From an optimization exercise on the open Yosys and OpenROAD flow, aimed at small area; shortcuts taken in it are not production practice. The RTL was checked by simulation tests, not by an equivalence proof against the original design. Power and IR drop assume default switching activity.

==> flow/design.v <==
module ring_buffer (
    input  wire        clk,
    input  wire        rst,         
    input  wire        app_valid,
    input  wire [15:0] app_data,
    input  wire        cmd_valid,
    output wire        cmd_ready,
    input  wire [15:0] cmd_word,
    output reg         rsp_valid,
    output wire [2:0]  rsp_kind,
    output wire [23:0] rsp_data,
    output wire        rsp_end,
    output wire        faulted
);
    localparam N  = 24;
    localparam R  = 8;
    localparam TW = 16;
    localparam DW = 8;
    localparam CW = 5;
    localparam [CW-1:0] UNATT = 5'd28;
    localparam OP_ATTACH  = 4'h1;
    localparam OP_COUNT   = 4'h2;
    localparam OP_READ    = 4'h3;
    localparam OP_CONSUME = 4'h4;
    localparam OP_DROPS   = 4'h5;
    reg [TW-1:0] sh    [1:N];      
    reg [CW-1:0] cnt   [0:R-1];    
    reg [DW-1:0] drops [0:R-1];
    reg [CW-1:0] br;               
    reg [2:0]    brr;              
    reg          flt;
    reg [7:0]    fhi;              
    reg [15:0]   rv;               
    reg [2:0]    kr;               
    wire busy = (br != 0);
    assign faulted   = flt;
    assign cmd_ready = ~busy;      
    assign rsp_end   = ~busy;
    assign rsp_kind  = kr | {3{flt}};
    assign rsp_data  = {fhi, rv};
    wire cmd_go = cmd_valid & ~busy;
    wire [3:0] unit = cmd_word[15:12];
    wire [3:0] op   = cmd_word[11:8];
    wire [7:0] sel  = cmd_word[7:0];
    wire [2:0]    sr   = busy ? brr : sel[2:0];
    wire [CW-1:0] csel = cnt[sr];
    wire          att_s = ~(csel[4] & csel[3] & csel[2]);
    wire [TW-1:0] dsel = sh[csel];
    wire legal = (unit == 4'h0) && (op >= OP_ATTACH) && (op <= OP_DROPS);
    wire r_ok  = (sel[7:3] == 5'd0);
    reg [2:0] fc;
    always @(*) begin
        if (!legal)                           fc = 3'd1;
        else if (!r_ok)                       fc = 3'd2;
        else if (op != OP_ATTACH && !att_s)   fc = 3'd3;
        else if (op == OP_READ && csel == 0)  fc = 3'd4;
        else                                  fc = 3'd0;
    end
    wire live      = cmd_go & ~flt;
    wire cmd_fault = live & (fc != 3'd0);
    wire cmd_exec  = live & (fc == 3'd0);
    wire app_do    = app_valid & ~flt & ~cmd_fault;
    wire ex_attach  = cmd_exec & (op == OP_ATTACH);
    wire ex_read    = cmd_exec & (op == OP_READ);
    wire ex_consume = cmd_exec & (op == OP_CONSUME);
    integer i;
    always @(posedge clk) begin
        if (app_do) begin
            sh[1] <= app_data;
            for (i = 2; i <= N; i = i + 1)
                sh[i] <= sh[i-1];
        end
    end
    genvar g, b;
    generate
        for (g = 0; g < R; g = g + 1) begin : rdr
            wire hit = (sr == g);
            wire clr = ex_attach & hit;
            wire dec = (ex_read | busy) & hit;
            wire top = cnt[g][4] & cnt[g][3];    
            wire up = app_do & ~dec & ~top;
            wire dn = dec & ~app_do;
            wire [CW:0] tu, td;
            assign tu[0] = up;
            assign td[0] = dn;
            for (b = 0; b < CW; b = b + 1) begin : cb
                assign tu[b+1] = tu[b] & cnt[g][b];
                assign td[b+1] = td[b] & ~cnt[g][b];
            end
            always @(posedge clk) begin
                if (rst)
                    cnt[g] <= UNATT;
                else if (clr)
                    cnt[g] <= {4'd0, app_do};
                else
                    cnt[g] <= cnt[g] ^ tu[CW-1:0] ^ td[CW-1:0];
            end
            wire dinc = app_do & top & ~dec & ~(&drops[g]);
            wire [DW:0] dt;
            assign dt[0] = dinc;
            for (b = 0; b < DW; b = b + 1) begin : db
                assign dt[b+1] = dt[b] & drops[g][b];
            end
            always @(posedge clk)
                drops[g] <= {DW{~clr}} & (drops[g] ^ dt[DW-1:0]);
        end
    endgenerate
    always @(posedge clk) begin
        if (rst)
            br <= 0;
        else if (ex_consume)
            br <= csel;
        else if (busy)
            br <= br - 1'b1;
    end
    always @(posedge clk) begin
        if (ex_consume)
            brr <= sel[2:0];
    end
    always @(posedge clk) begin
        if (rst) begin
            flt <= 1'b0;
            fhi <= 8'h00;
        end else if (cmd_fault) begin
            flt <= 1'b1;
            fhi <= cmd_word[15:8];
        end
    end
    always @(posedge clk) begin
        if (rst)
            rsp_valid <= 1'b0;
        else
            rsp_valid <= cmd_go | busy;
    end
    always @(posedge clk) begin
        if (!flt) begin
            if (busy) begin
                kr <= 3'd4;
                rv <= dsel;
            end else if (fc != 3'd0) begin
                kr <= 3'd0;
                rv <= {sel, 5'd0, fc};
            end else begin
                case (op)
                    OP_COUNT:   begin kr <= 3'd1; rv <= {11'd0, csel}; end
                    OP_READ:    begin kr <= 3'd2; rv <= dsel; end
                    OP_CONSUME: begin kr <= 3'd3; rv <= {11'd0, csel}; end
                    OP_DROPS:   begin kr <= 3'd1; rv <= {8'd0, drops[sel[2:0]]}; end
                    default:    begin kr <= 3'd0; rv <= 16'd0; end
                endcase
            end
        end
    end
endmodule
Settings: LEC_CHECK=0, CAP_MARGIN=20, CORE_MARGIN=2, CORE_UTILIZATION=40, CTS_BUF_LIST=sky130_fd_sc_hd__clkbuf_8, CTS_CLUSTER_DIAMETER=50, CTS_CLUSTER_SIZE=16, PLACE_DENSITY=0.6, SLEW_MARGIN=20; clock period 10.0 ns.
standard.sh (not shown) runs the stock make flow with config.mk's settings and CLKGATE_MAP_FILE= SYNTH_SCRIPT=/design/flow/synth_recipe.tcl, a recipe that flattens the netlist after the stock synthesis.
==> flow/flow/run.sh <==
#!/bin/bash
# Own layout flow: the standard synthesis, then its combinational logic
# re-mapped for area with ABC (flip-flops kept as they are), then the
# standard ORFS layout from that netlist. Each tool's output goes to a log
# file of its own in the work folder.
set -euo pipefail
W=$PWD
F=$W/flow
R=$W/orfs/results/$FLOW_PLATFORM/ring_buffer/base
LIB=$FLOW_HOME/platforms/$FLOW_PLATFORM/lib/sky130_fd_sc_hd__tt_025C_1v80.lib

# 1. standard synthesis (unchanged)
bash standard.sh synth > $W/log_1_synth.log 2>&1

# 2. re-map the gates between the registers
cp $R/1_2_yosys.v $W/standard_synth.v
REABC_LIB=$LIB REABC_IN=$W/standard_synth.v REABC_OUT=$W/reabc.v \
REABC_SCRIPT=$F/reabc.abc REABC_STAT=$W/reabc_stat.txt \
  yosys -c $F/reabc.tcl > $W/log_2_reabc.log 2>&1
cp $W/reabc.v $R/1_2_yosys.v
rm -f $R/1_synth.odb $R/1_synth.sdc

# 3. the standard layout from the new netlist
bash standard.sh BUFFER_PORTS_ARGS="-buffer_cell sky130_fd_sc_hd__buf_1" finish > $W/log_3_layout.log 2>&1
test -f $W/out/final.def
==> flow/flow/reabc.abc <==
strash
&get -n
&deepsyn -T 60
&put
dch -f
amap
==> flow/flow/reabc.tcl <==
# Re-map the combinational logic of the standard synthesis netlist for area.
# The flip-flops are kept as they are (same instances, names and cell types);
# only the gates between them are re-synthesized with ABC.
yosys -import
set lib $::env(REABC_LIB)
set net $::env(REABC_IN)
set out $::env(REABC_OUT)
set top $::env(FLOW_TOP)
read_liberty -ignore_miss_func $lib
read_verilog $net
hierarchy -top $top
# keep every sequential cell as an instance
setattr -mod -set keep_hierarchy 1 {sky130_fd_sc_hd__*df*} {sky130_fd_sc_hd__*dl*} {sky130_fd_sc_hd__*sdf*}
flatten
select -module $top t:\$scopeinfo
delete
select -clear
# drop the library's modules and read them back as black boxes
delete {sky130_fd_sc_hd__*}
read_liberty -lib $lib
hierarchy -top $top
opt_clean
abc -script $::env(REABC_SCRIPT) -liberty $lib -dont_use sky130_fd_sc_hd__probe_p_8 -dont_use sky130_fd_sc_hd__probec_p_8 -dont_use {sky130_fd_sc_hd__lpflow_*}
splitnets
opt_clean -purge
hilomap -singleton -hicell sky130_fd_sc_hd__conb_1 HI -locell sky130_fd_sc_hd__conb_1 LO
insbuf -buf sky130_fd_sc_hd__buf_1 A X
opt_clean -purge
tee -o $::env(REABC_STAT) stat -liberty $lib
check -assert
select $top
write_verilog -noattr -nohex -nodec -selected $out
Rerun with:
--- a/flow/design.v
+++ b/flow/design.v
@@ -130,25 +130,31 @@
         if (rst)
             rsp_valid <= 1'b0;
         else
             rsp_valid <= cmd_go | busy;
     end
     always @(posedge clk) begin
+        if (busy)
+            kr <= 3'd4;
+        else
+            case (op)
+                OP_COUNT, OP_DROPS: kr <= 3'd1;
+                OP_READ:            kr <= 3'd2;
+                OP_CONSUME:         kr <= 3'd3;
+                default:            kr <= 3'd0;
+            endcase
+    end
+    always @(posedge clk) begin
         if (!flt) begin
-            if (busy) begin
-                kr <= 3'd4;
+            if (busy)
                 rv <= dsel;
-            end else if (fc != 3'd0) begin
-                kr <= 3'd0;
+            else if (fc != 3'd0)
                 rv <= {sel, 5'd0, fc};
-            end else begin
+            else
                 case (op)
-                    OP_COUNT:   begin kr <= 3'd1; rv <= {11'd0, csel}; end
-                    OP_READ:    begin kr <= 3'd2; rv <= dsel; end
-                    OP_CONSUME: begin kr <= 3'd3; rv <= {11'd0, csel}; end
-                    OP_DROPS:   begin kr <= 3'd1; rv <= {8'd0, drops[sel[2:0]]}; end
-                    default:    begin kr <= 3'd0; rv <= 16'd0; end
+                    OP_COUNT, OP_CONSUME: rv <= {11'd0, csel};
+                    OP_READ:              rv <= dsel;
+                    default:              rv <= {8'd0, drops[sel[2:0]]};
                 endcase
-            end
         end
     end
 endmodule
=>
- The new run finished clean
- die area hardly moves
- area after synthesis barely changes
- power went up by 19%
- first-iteration DRC count falls by 24%
- register-to-register slack degrades by 1.7 ns
- count of clock-buffer cells in the layout is unchanged
- routed wire length goes down by 4.3%
- worst setup slack is worse by 1.2 ns
- worst hold slack is about the same

separate check: timing with driven ports:
No port has a modelled driver above. Below, the same layouts with a new extraction and two added sets of constraints. Step 1 assumes that a clkbuf_16 drives the clock port and a buf_2 every other input. Step 2, shift: input delay + t, output delay - t, t = (earliest + latest rising clock arrival at the registers) / 2. This alone moves slack from input paths to output paths. Slacks: ideal ports / drivers / drivers and shift; pairs: ideal ports / drivers.
run | t (ns) | setup slack, ns | latest minus earliest clock arrival (ns)
the first run | 0.712 | 2.380 / 2.406 / 1.694 | 0.038 / 0.038
the second run | 0.712 | 1.212 / 1.212 / 0.752 | 0.051 / 0.051
After both steps every run listed still meets setup and hold. For the first run, which loses most, drivers alone change the setup slack by +0.026 ns; drivers and shift together by -0.686 ns.
